This design comes from an exercise in tuning for small area, a short achievable clock period and few clock cycles on the open sky130 flow, not from production work. Function was checked by simulation only, so behaviour that the tests miss may differ from the original. No activity file was given, so power comes from the tool's default toggle rates.

==> v11 <==
## mmu_pagewalker
module mmu_pagewalker (
    input  wire        clk,
    input  wire        rst,
    input  wire        req_valid,
    output reg         req_ready,
    input  wire [1:0]  req_cmd,
    input  wire [15:0] req_wdata,
    input  wire [31:0] req_va,
    input  wire        req_user,
    input  wire        req_write,
    input  wire        req_fetch,
    input  wire        req_suppress,
    input  wire [3:0]  req_atype,
    output reg         rsp_valid,
    output reg  [1:0]  rsp_kind,
    output reg  [31:0] rsp_data,
    output reg         mem_valid,
    output reg         mem_we,
    output reg  [31:0] mem_addr,
    output wire [15:0] mem_wdata,
    input  wire        mem_ready,
    input  wire [31:0] mem_rdata
);
Settings: LEC_CHECK=0, CAP_MARGIN=20, CORE_MARGIN=2, CORE_UTILIZATION=65, CTS_CLUSTER_DIAMETER=150, CTS_CLUSTER_SIZE=25, PLACE_DENSITY=0.65, SETUP_SLACK_MARGIN=5, SLEW_MARGIN=20, TNS_END_PERCENT=0; clock period 7.0 ns.
standard.sh (not shown) runs the stock make flow with config.mk's settings and CLKGATE_MAP_FILE= SYNTH_SCRIPT=/design/flow/synth_recipe.tcl, a recipe that flattens the netlist after the stock synthesis.
==> flow/flow/run.sh <==
#!/bin/bash
# The standard layout (standard.sh, all steps), with two changes:
# - the ports are buffered with plain buf_1 cells instead of the delay cells
#   buffer_ports picks by default (the resizer upsizes them where needed);
# - clock tree synthesis gets the same arguments as the standard flow builds
#   from config.mk (sink clusters of 25, at most 150 um across), plus
#   -dont_use_dummy_load, so no load-balancing dummy cells are added.
# Make's full output goes to std_flow.log in this folder; the tools' own logs
# are under orfs/logs/.
set -euo pipefail
export BUFFER_PORTS_ARGS="-buffer_cell sky130_fd_sc_hd__buf_1"
export CTS_ARGS="-sink_clustering_enable -repair_clock_nets -sink_clustering_size 25 -sink_clustering_max_diameter 150 -dont_use_dummy_load"
bash standard.sh > std_flow.log 2>&1
==> v27: changes against v11 <==
--- a/flow/design.v
+++ b/flow/design.v
@@ -265,20 +265,14 @@
                     pe <= PE_STATUS;
             end
         end
     end
     always @(posedge clk) begin
         if (snap)
             opv <= reg_rd;
-        else if (idle && pe == PE_AW_OPNDS) begin
-            if (!half)
-                opv <= {16'd0, req_wdata};
-            else
-                opv[31:16] <= req_wdata;
-        end
         if (tr9_p) begin
             pf1 <= pf0;
             pf0 <= t_va;
         end
         if (pend) begin
             case (quick)
             SEL_BPR0: begin bpr0_h <= opv[31:28]; bpr0_l <= opv[23:0]; end
@@ -308,15 +302,21 @@
             PE_AW_OPWORD: begin
                 subop  <= new_subop[1:0];
                 quick  <= new_quick;
                 two    <= new_size[1];
                 half   <= 1'b0;
                 hasres <= (new_subop == 4'd3) && !fault;
             end
-            PE_AW_OPNDS: half <= 1'b1;
+            PE_AW_OPNDS: begin
+                if (!half)
+                    opv <= {16'd0, req_wdata};
+                else
+                    opv[31:16] <= req_wdata;
+                half <= 1'b1;
+            end
             default: ;
             endcase
         end
         if (lmr_now) begin
             case (quick)
             SEL_PTB0: begin ptb0_h <= operand[31]; ptb0_l <= operand[23:10]; end
             SEL_PTB1: begin ptb1_h <= operand[31]; ptb1_l <= operand[23:10]; end
==> flow/flow/run.sh (replaced) <==
#!/bin/bash
# The standard layout (standard.sh, all steps), except that the ports are
# buffered with plain buf_1 cells instead of the delay cells buffer_ports picks
# by default. Make's full output goes to std_flow.log in this folder; the
# tools' own logs are under orfs/logs/.
set -euo pipefail
export BUFFER_PORTS_ARGS="-buffer_cell sky130_fd_sc_hd__buf_1"
bash standard.sh > std_flow.log 2>&1
==> v22: changes against v11 <==
--- a/flow/design.v
+++ b/flow/design.v
@@ -299,27 +299,23 @@
             t_sup    <= req_suppress;
             t_est    <= req_atype[2:0];
             lvl      <= 1'b0;
             mem_we   <= 1'b0;
             mem_addr <= {7'd0, x_asel ? ptb1_h : ptb0_h, x_asel ? ptb1_l : ptb0_l,
                          req_va[23:16], 2'b00};
         end
-        if (wr_now) begin
-            case (pe)
-            PE_AW_OPWORD: begin
-                subop  <= new_subop[1:0];
-                quick  <= new_quick;
-                two    <= new_size[1];
-                half   <= 1'b0;
-                hasres <= (new_subop == 4'd3) && !fault;
-            end
-            PE_AW_OPNDS: half <= 1'b1;
-            default: ;
-            endcase
+        if (idle && pe == PE_AW_OPWORD) begin
+            subop  <= new_subop[1:0];
+            quick  <= new_quick;
+            two    <= new_size[1];
+            half   <= 1'b0;
+            hasres <= (new_subop == 4'd3) && !fault;
         end
+        if (wr_now && pe == PE_AW_OPNDS)
+            half <= 1'b1;
         if (lmr_now) begin
             case (quick)
             SEL_PTB0: begin ptb0_h <= operand[31]; ptb0_l <= operand[23:10]; end
             SEL_PTB1: begin ptb1_h <= operand[31]; ptb1_l <= operand[23:10]; end
             default: ;
             endcase
         end
==> flow/flow/run.sh (replaced) <==
#!/bin/bash
# The standard layout (standard.sh, all steps), except that the ports are
# buffered with plain buf_1 cells instead of the delay cells buffer_ports picks
# by default. Make's full output goes to std_flow.log in this folder; the
# tools' own logs are under orfs/logs/.
set -euo pipefail
export BUFFER_PORTS_ARGS="-buffer_cell sky130_fd_sc_hd__buf_1"
bash standard.sh > std_flow.log 2>&1
- CTS_CLUSTER_DIAMETER: 150 -> 120
- CTS_CLUSTER_SIZE: 25 -> 20
==> run notes <==
The lowest first-iteration DRC count belongs to v27, the highest to v11. Against v22, the count of clock-buffer cells in the layout of v11 is lower by 21. Clock skew: v11 > v27 > v22. Synthesized area, highest first: v27, v22, v11. Total power: v11 < v27 < v22. In v11 the global-route usage is lower than in v22, by 0.30 points. Against v11, the routed wire length of v22 is higher by 0.90%. v27 ran to the end with no violations. v11 ran to the end with no violations. v22 produced a clean layout. Worst hold slack, highest first: v22, v27, v11.
==> figures <==
quantity                                                                             v11          v22          v27
Layout Utilization                                                                 72.4%        73.2%        72.8%
Post-synth EDFFs                                                                     184          184          152
Starting density of the core                                                       66.1%        66.1%        65.7%
First-pass GRT wire length                                                       80.7 mm      82.1 mm      83.1 mm
Proportion of power drawn by the clock network                                     32.0%        35.2%        33.6%
Avg Cell Area, Syn                                                            10.6 sq um   10.4 sq um   10.2 sq um
Share of synthesized cell area in full adder, half adder and majority cells      0.0729%      0.0728%      0.0713%
Met2 Use GR                                                                        58.4%        58.4%        59.8%
Switching share of power                                                           21.5%        22.8%        22.2%
Met3 wirelength from detailed routing                                            6.19 mm      6.68 mm      5.71 mm
Power density over the cells                                                 195 nW/um^2  208 nW/um^2  191 nW/um^2
Run status                                              no timing/DRC/antenna violations  no timing/DRC/antenna violations  no timing/DRC/antenna violations
Power, Total                                                                     3.68 mW      3.96 mW      3.72 mW
Area fraction of the dominant cell type after synthesis                            32.2%        32.1%        26.5%
Dpl hpwl                                                                         35.7 mm      36.4 mm      36.9 mm
Clock edge transition at the registers on the reported setup and hold paths      0.10 ns      0.09 ns      0.11 ns
Non-clock buffers, area share                                                      6.24%        5.92%        6.40%
Final-stage net count                                                               1850         1862         1953
Testbench counts of v11, summed over its fixed seeds: cycles 43,154.
Testbench counts of v27, summed over its fixed seeds: cycles 43,154.
Testbench counts of v22, summed over its fixed seeds: cycles 43,154.

re-timing with driven ports:
Ports are ideal in the flow. The routed layouts listed here were re-timed in OpenROAD. Step 1 sets driving cells, clkbuf_16 on the clock port and buf_2 on the other inputs (assumed; they add their load-dependent delay and slew). Step 2 times the ports against the registers' clock, not the clock port: input delays grow and output delays shrink by t, the midpoint of the rising clock arrivals with the driver on. Three values: no drivers, after step 1, after step 2; two values: the first two.
| run | t (ns) | slack for setup (ns) | hold slack, ns |
|---|---|---|---|
| v11 | 0.568 | 4.481 / 4.428 / 3.937 | 0.461 / 0.461 / 0.461 |
| v27 | 0.576 | 4.464 / 4.413 / 3.941 | 0.465 / 0.465 / 0.465 |
| v22 | 0.603 | 4.401 / 4.370 / 3.901 | 0.466 / 0.466 / 0.466 |
After both steps every run listed still meets setup and hold. The setup slack of v11, which loses most, moves by -0.053 ns with the drivers and by -0.544 ns with both steps.
